From an optimization exercise on the open Yosys and OpenROAD flow, aimed at small area, a short achievable clock period and few clock cycles per item; shortcuts taken in it are not production practice.
The RTL was checked by simulation tests, not by an equivalence proof against the original design.
Power and IR drop assume default switching activity.

exp/willow:
==> flow/design.v (excerpt) <==
module bcu (
    input  wire         clk,
    input  wire         rst,             
    input  wire         cmd_valid,
    output wire         cmd_ready,
    input  wire [127:0] cmd,
    output wire         rsp_valid,
    input  wire         rsp_ready,
    output wire [127:0] rsp
);
For scale: about 4200 cells after synthesis, ~420 flip-flops, roughly 260 I/O pins, ~35000 um^2 of cells after synthesis.
clock: 12.0 ns
lec_check: 0
abc_area: 1
cap_margin: 30
core_margin: 2
core_utilization: 48
cts_buf_list: sky130_fd_sc_hd__clkbuf_4
setup_slack_margin: 5
slew_margin: 20
tns_end_percent: 0
standard.sh (not shown) runs the stock make flow with config.mk's settings and CLKGATE_MAP_FILE= SYNTH_SCRIPT=/design/flow/synth_recipe.tcl, a recipe that flattens the netlist after the stock synthesis.
==> flow/flow/run.sh <==
#!/bin/bash
# Layout flow: the standard flow (standard.sh), except that
#  - synthesis maps the logic with the ABC script in flow/abc_area.script
#    (an area-oriented mapping) instead of ORFS's; the registers and every
#    other synthesis step are the standard synthesis's;
#  - the port buffers are sky130_fd_sc_hd__buf_1 (ORFS picks a delay cell);
#  - clock tree synthesis adds no dummy loads.
# Each step's full output goes to a log file in this folder (and ORFS's own
# logs under orfs/logs).
set -euo pipefail
here=$(pwd)
rm -rf "$here/cs_scripts"
cp -r "$FLOW_HOME/scripts" "$here/cs_scripts"
cp "$here/flow/abc_area.script" "$here/cs_scripts/abc_area.script"
bash standard.sh SCRIPTS_DIR="$here/cs_scripts" ABC_AREA=1 synth > "$here/synth.log" 2>&1
bash standard.sh "BUFFER_PORTS_ARGS=-buffer_cell sky130_fd_sc_hd__buf_1" SETUP_SLACK_MARGIN=6.5 "CTS_ARGS=-sink_clustering_enable -repair_clock_nets -buf_list sky130_fd_sc_hd__clkbuf_4 -dont_use_dummy_load" finish > "$here/layout.log" 2>&1
==> flow/flow/abc_area.script <==
strash
&get -n
&fraig -x
&put
scorr
dc2
strash
&get -n
&dc2
&synch2
&nf -R 1000
&put
buffer -c
topo
stime -c
upsize -c
dnsize -c
exp/willow: full flow OK, the timing, design-rule and antenna checks passed
Testbench counts of exp/willow, summed over its fixed seeds: cycles 8,118, commands 8,046.
Changes in exp/juniper relative to exp/willow:
# exp/willow
export LEC_CHECK = 0
export ABC_AREA = 1
export CAP_MARGIN = 30
export CORE_MARGIN = 2
export CORE_UTILIZATION = 48
export CTS_BUF_LIST = sky130_fd_sc_hd__clkbuf_4
export SETUP_SLACK_MARGIN = 5
export SLEW_MARGIN = 20
export TNS_END_PERCENT = 0
create_clock -name core_clock -period 12.0 [get_ports {clk}]
# exp/juniper
export LEC_CHECK = 0
export ABC_AREA = 1
export CAP_MARGIN = 30
export CORE_MARGIN = 2
export CORE_UTILIZATION = 45
export CTS_BUF_LIST = sky130_fd_sc_hd__clkbuf_4
export SETUP_SLACK_MARGIN = 5
export SLEW_MARGIN = 20
export TNS_END_PERCENT = 0
create_clock -name core_clock -period 12.0 [get_ports {clk}]
- Relative to exp/willow, the worst setup slack after layout of exp/juniper is higher by 0.031 ns.
- Diff exp/willow -> exp/juniper: post-route standard cell area excluding fillers grew by 0.70%; number of fillers in the final layout moved up; synthesis-to-layout area growth increased 0.82 points.
- Looking at exp/juniper and exp/willow, the clock network contribution to total cell area is a wash.
- | fmax | exp/juniper vs exp/willow | better |
- Compared to exp/willow, exp/juniper was floorplanned on a bigger die.
- Sort exp/juniper and exp/willow by met3 usage in global routing, descending, and exp/willow comes first.
- On sequential share of layout area: between exp/juniper and exp/willow, it ends up higher for exp/willow.
- Compared with exp/willow, in exp/juniper relative contribution of combinational cells to total power has increased, flip-flop and latch count ~0 delta.
The following lists how exp/ember was set up differently from exp/juniper:
-- flow/flow/run.sh --
<<< exp/juniper, line 7
#  - clock tree synthesis adds no dummy loads.
# Each step's full output goes to a log file in this folder (and ORFS's own
# logs under orfs/logs).
>>> exp/ember, line 7
<<< exp/juniper, line 16
bash standard.sh "BUFFER_PORTS_ARGS=-buffer_cell sky130_fd_sc_hd__buf_1" SETUP_SLACK_MARGIN=6.5 "CTS_ARGS=-sink_clustering_enable -repair_clock_nets -buf_list sky130_fd_sc_hd__clkbuf_4 -dont_use_dummy_load" finish > "$here/layout.log" 2>&1
>>> exp/ember, line 13
bash standard.sh "BUFFER_PORTS_ARGS=-buffer_cell sky130_fd_sc_hd__buf_1" SETUP_SLACK_MARGIN=5.8 finish > "$here/layout.log" 2>&1
--- outcome ---
exp/ember: full flow OK, the timing, design-rule and antenna checks passed
In the tables for exp/juniper and exp/ember, sequential cell fraction of total power reads lower with exp/ember.
Summary: global-route wire length before repair, exp/ember better than exp/juniper
Launch point of the worst path: cmd[93] -> exp/ember, cmd[76] -> exp/juniper
sky130_fd_sc_hd__or3_4 as the slowest cell on the critical path was reported by exp/ember, and sky130_fd_sc_hd__nor4_4 by exp/juniper.
Number of antenna violations at the first check in global routing (higher): exp/juniper
exp/ember improves on exp/juniper in aggregate routed wire length.
Wire length on met2 | exp/ember below exp/juniper

alpha:
Another version of the RTL of bcu (not shown whole).
Size: about 4400 cells after synthesis, about 410 flip-flops.
## bcu
module bcu (
    input  wire         clk,
    input  wire         rst,             
    input  wire         cmd_valid,
    output wire         cmd_ready,
    input  wire [127:0] cmd,
    output wire         rsp_valid,
    input  wire         rsp_ready,
    output wire [127:0] rsp
);
export LEC_CHECK = 0
export ABC_AREA = 1
export CAP_MARGIN = 30
export CORE_MARGIN = 2
export CORE_UTILIZATION = 40
export CTS_BUF_LIST = sky130_fd_sc_hd__clkbuf_8
export SETUP_SLACK_MARGIN = 5
export SLEW_MARGIN = 20
export TNS_END_PERCENT = 0
create_clock -name core_clock -period 12.0 [get_ports {clk}]
==> flow/flow/run.sh <==
#!/bin/bash
# Layout flow: the standard flow (standard.sh), except that
#  - synthesis maps the logic with the ABC script in flow/abc_area.script
#    (an area-oriented mapping) instead of ORFS's; the registers and every
#    other synthesis step are the standard synthesis's;
#  - the port buffers are sky130_fd_sc_hd__buf_1 (ORFS picks a delay cell).
# Each step's full output goes to a log file in this folder (and ORFS's own
# logs under orfs/logs).
set -euo pipefail
here=$(pwd)
rm -rf "$here/cs_scripts"
cp -r "$FLOW_HOME/scripts" "$here/cs_scripts"
cp "$here/flow/abc_area.script" "$here/cs_scripts/abc_area.script"
bash standard.sh SCRIPTS_DIR="$here/cs_scripts" ABC_AREA=1 synth > "$here/synth.log" 2>&1
bash standard.sh "BUFFER_PORTS_ARGS=-buffer_cell sky130_fd_sc_hd__buf_1" finish > "$here/layout.log" 2>&1
==> flow/flow/abc_area.script <==
strash
&get -n
&fraig -x
&put
scorr
dc2
strash
&get -n
&synch2
&nf -R 1000
&put
buffer -c
topo
stime -c
upsize -c
dnsize -c
Testbench counts of alpha, summed over its fixed seeds: cycles 8,054, commands 8,046.
## Diff of input files: beta against alpha
--- a/flow/config.mk
+++ b/flow/config.mk
@@ -11,5 +11,3 @@
 export CORE_UTILIZATION = 40
-export CTS_BUF_LIST = sky130_fd_sc_hd__clkbuf_8
 export SETUP_SLACK_MARGIN = 5
 export SLEW_MARGIN = 20
-export TNS_END_PERCENT = 0
Findings:
beta reports a higher total length of routed met2 wires than alpha does. beta: setup slack 0.064 ns above alpha. Summary of beta over alpha: global-route wire length before repair has increased, largest stage delay on the critical path lower, filler cell count went down by about 3.7%, worst-margin pin slew went up, worst-case reg-to-reg path depth rose by 13. Clock tree cell share of total cell area in beta vs alpha: up 0.21 points. Looking only at total power, and setting everything else aside, the higher value of beta and alpha goes to beta. Comparing beta and alpha, the lower data arrival time of the worst path is on alpha. Between beta and alpha, the static leakage is lower for alpha.
### beta -> gamma
--- a/flow/config.mk
+++ b/flow/config.mk
@@ -10,4 +10,6 @@
 export CORE_MARGIN = 2
-export CORE_UTILIZATION = 40
+export CORE_UTILIZATION = 50
+export CTS_BUF_LIST = sky130_fd_sc_hd__clkbuf_8
 export SETUP_SLACK_MARGIN = 5
 export SLEW_MARGIN = 20
+export TNS_END_PERCENT = 0
## What came out
Compared with beta, gamma ends up with a smaller final cell area. Going from beta to gamma, final standard cell utilization of the core now larger, post-CTS setup buffer count now smaller, quantity of gates resized following cts now smaller. Die extent in x delta for gamma relative to beta: about 10% lower. Changes observed in gamma relative to beta: worst hold slack shows no meaningful change; flip-flop and latch share of the layout cell area shows an increase of 1.1 points; via count of the routed design shows a reduction of 264. Compared with beta, gamma shows a higher global routing met1 resource utilization. Going from beta to gamma, the combinational cell fraction of total power was found to have gone up by 0.4 points. Summary of the comparison: part of the power in the clock network is lower in gamma, relative to beta.
The inputs of delta differ from those of gamma as listed below.
==> flow/flow/run.sh <==
#!/bin/bash
# Layout flow: the standard flow, except that synthesis maps the logic with
# the ABC script in flow/abc_area.script (an area-oriented mapping) instead of
# ORFS's. Everything else, including the registers, is the standard synthesis.
set -euo pipefail
here=$(pwd)
rm -rf "$here/cs_scripts"
cp -r "$FLOW_HOME/scripts" "$here/cs_scripts"
cp "$here/flow/abc_area.script" "$here/cs_scripts/abc_area.script"
bash standard.sh SCRIPTS_DIR="$here/cs_scripts" ABC_AREA=1 synth > "$here/synth.log" 2>&1
bash standard.sh > "$here/layout.log" 2>&1
--- a/flow/flow/abc_area.script
+++ b/flow/flow/abc_area.script
@@ -8,4 +8,4 @@
 &get -n
-&synch2
-&nf -R 1000
+&dch -f
+&nf
 &put
--- a/flow/config.mk
+++ b/flow/config.mk
@@ -11,5 +11,3 @@
 export CORE_UTILIZATION = 50
-export CTS_BUF_LIST = sky130_fd_sc_hd__clkbuf_8
 export SETUP_SLACK_MARGIN = 5
 export SLEW_MARGIN = 20
-export TNS_END_PERCENT = 0
--- outcome ---
Peak clock frequency supported by timing ends up lower on delta. gamma -> delta: sum of met3 wire segment lengths after detailed routing increased by more than a quarter. Looking at summed area of non-filler cells in the final layout, delta sits above gamma. Looking at master of the slowest instance on the critical path, the a222oi_1 result is from gamma; the o21ai_2 one comes from delta. Per the comparison of delta with gamma, minimum clock period went up by 0.11 ns; buffering stage count on the worst path with inverters included went down by 1; area taken by flip-flops and latches was more or less identical.

## static timing again, ports no longer ideal
The results above use ideal ports. As a check the final layouts listed here were re-extracted and re-timed, cells and wires unchanged.
Step 1, drivers: a clkbuf_16 drives clk and a buf_2 each remaining input, both assumed.
Step 2 times the ports against the registers' clock, not the clock port: input delays grow and output delays shrink by t, the midpoint of the rising clock arrivals with the driver on.
Three values: ideal ports, drivers, drivers and shift; two values: the first two.
run | shift t [ns] | slack for setup (ns) | clock arrival spread, ns
exp/willow | 1.009 | 5.521 / 5.577 / 4.568 | 0.177 / 0.176
exp/juniper | 0.961 | 5.551 / 5.593 / 4.633 | 0.135 / 0.135
exp/ember | 1.014 | 5.515 / 5.545 / 4.531 | 0.076 / 0.075
alpha | 0.764 | 4.644 / 4.655 / 3.891 | 0.064 / 0.064
beta | 0.670 | 4.708 / 4.743 / 4.073 | 0.032 / 0.032
gamma | 0.766 | 4.698 / 4.739 / 3.973 | 0.065 / 0.065
delta | 0.663 | 4.586 / 4.586 / 4.033 | 0.039 / 0.039
After both steps setup and hold are still met in every run listed. The setup slack of exp/ember, which loses most, moves by +0.030 ns with the drivers and by -0.984 ns with both steps.
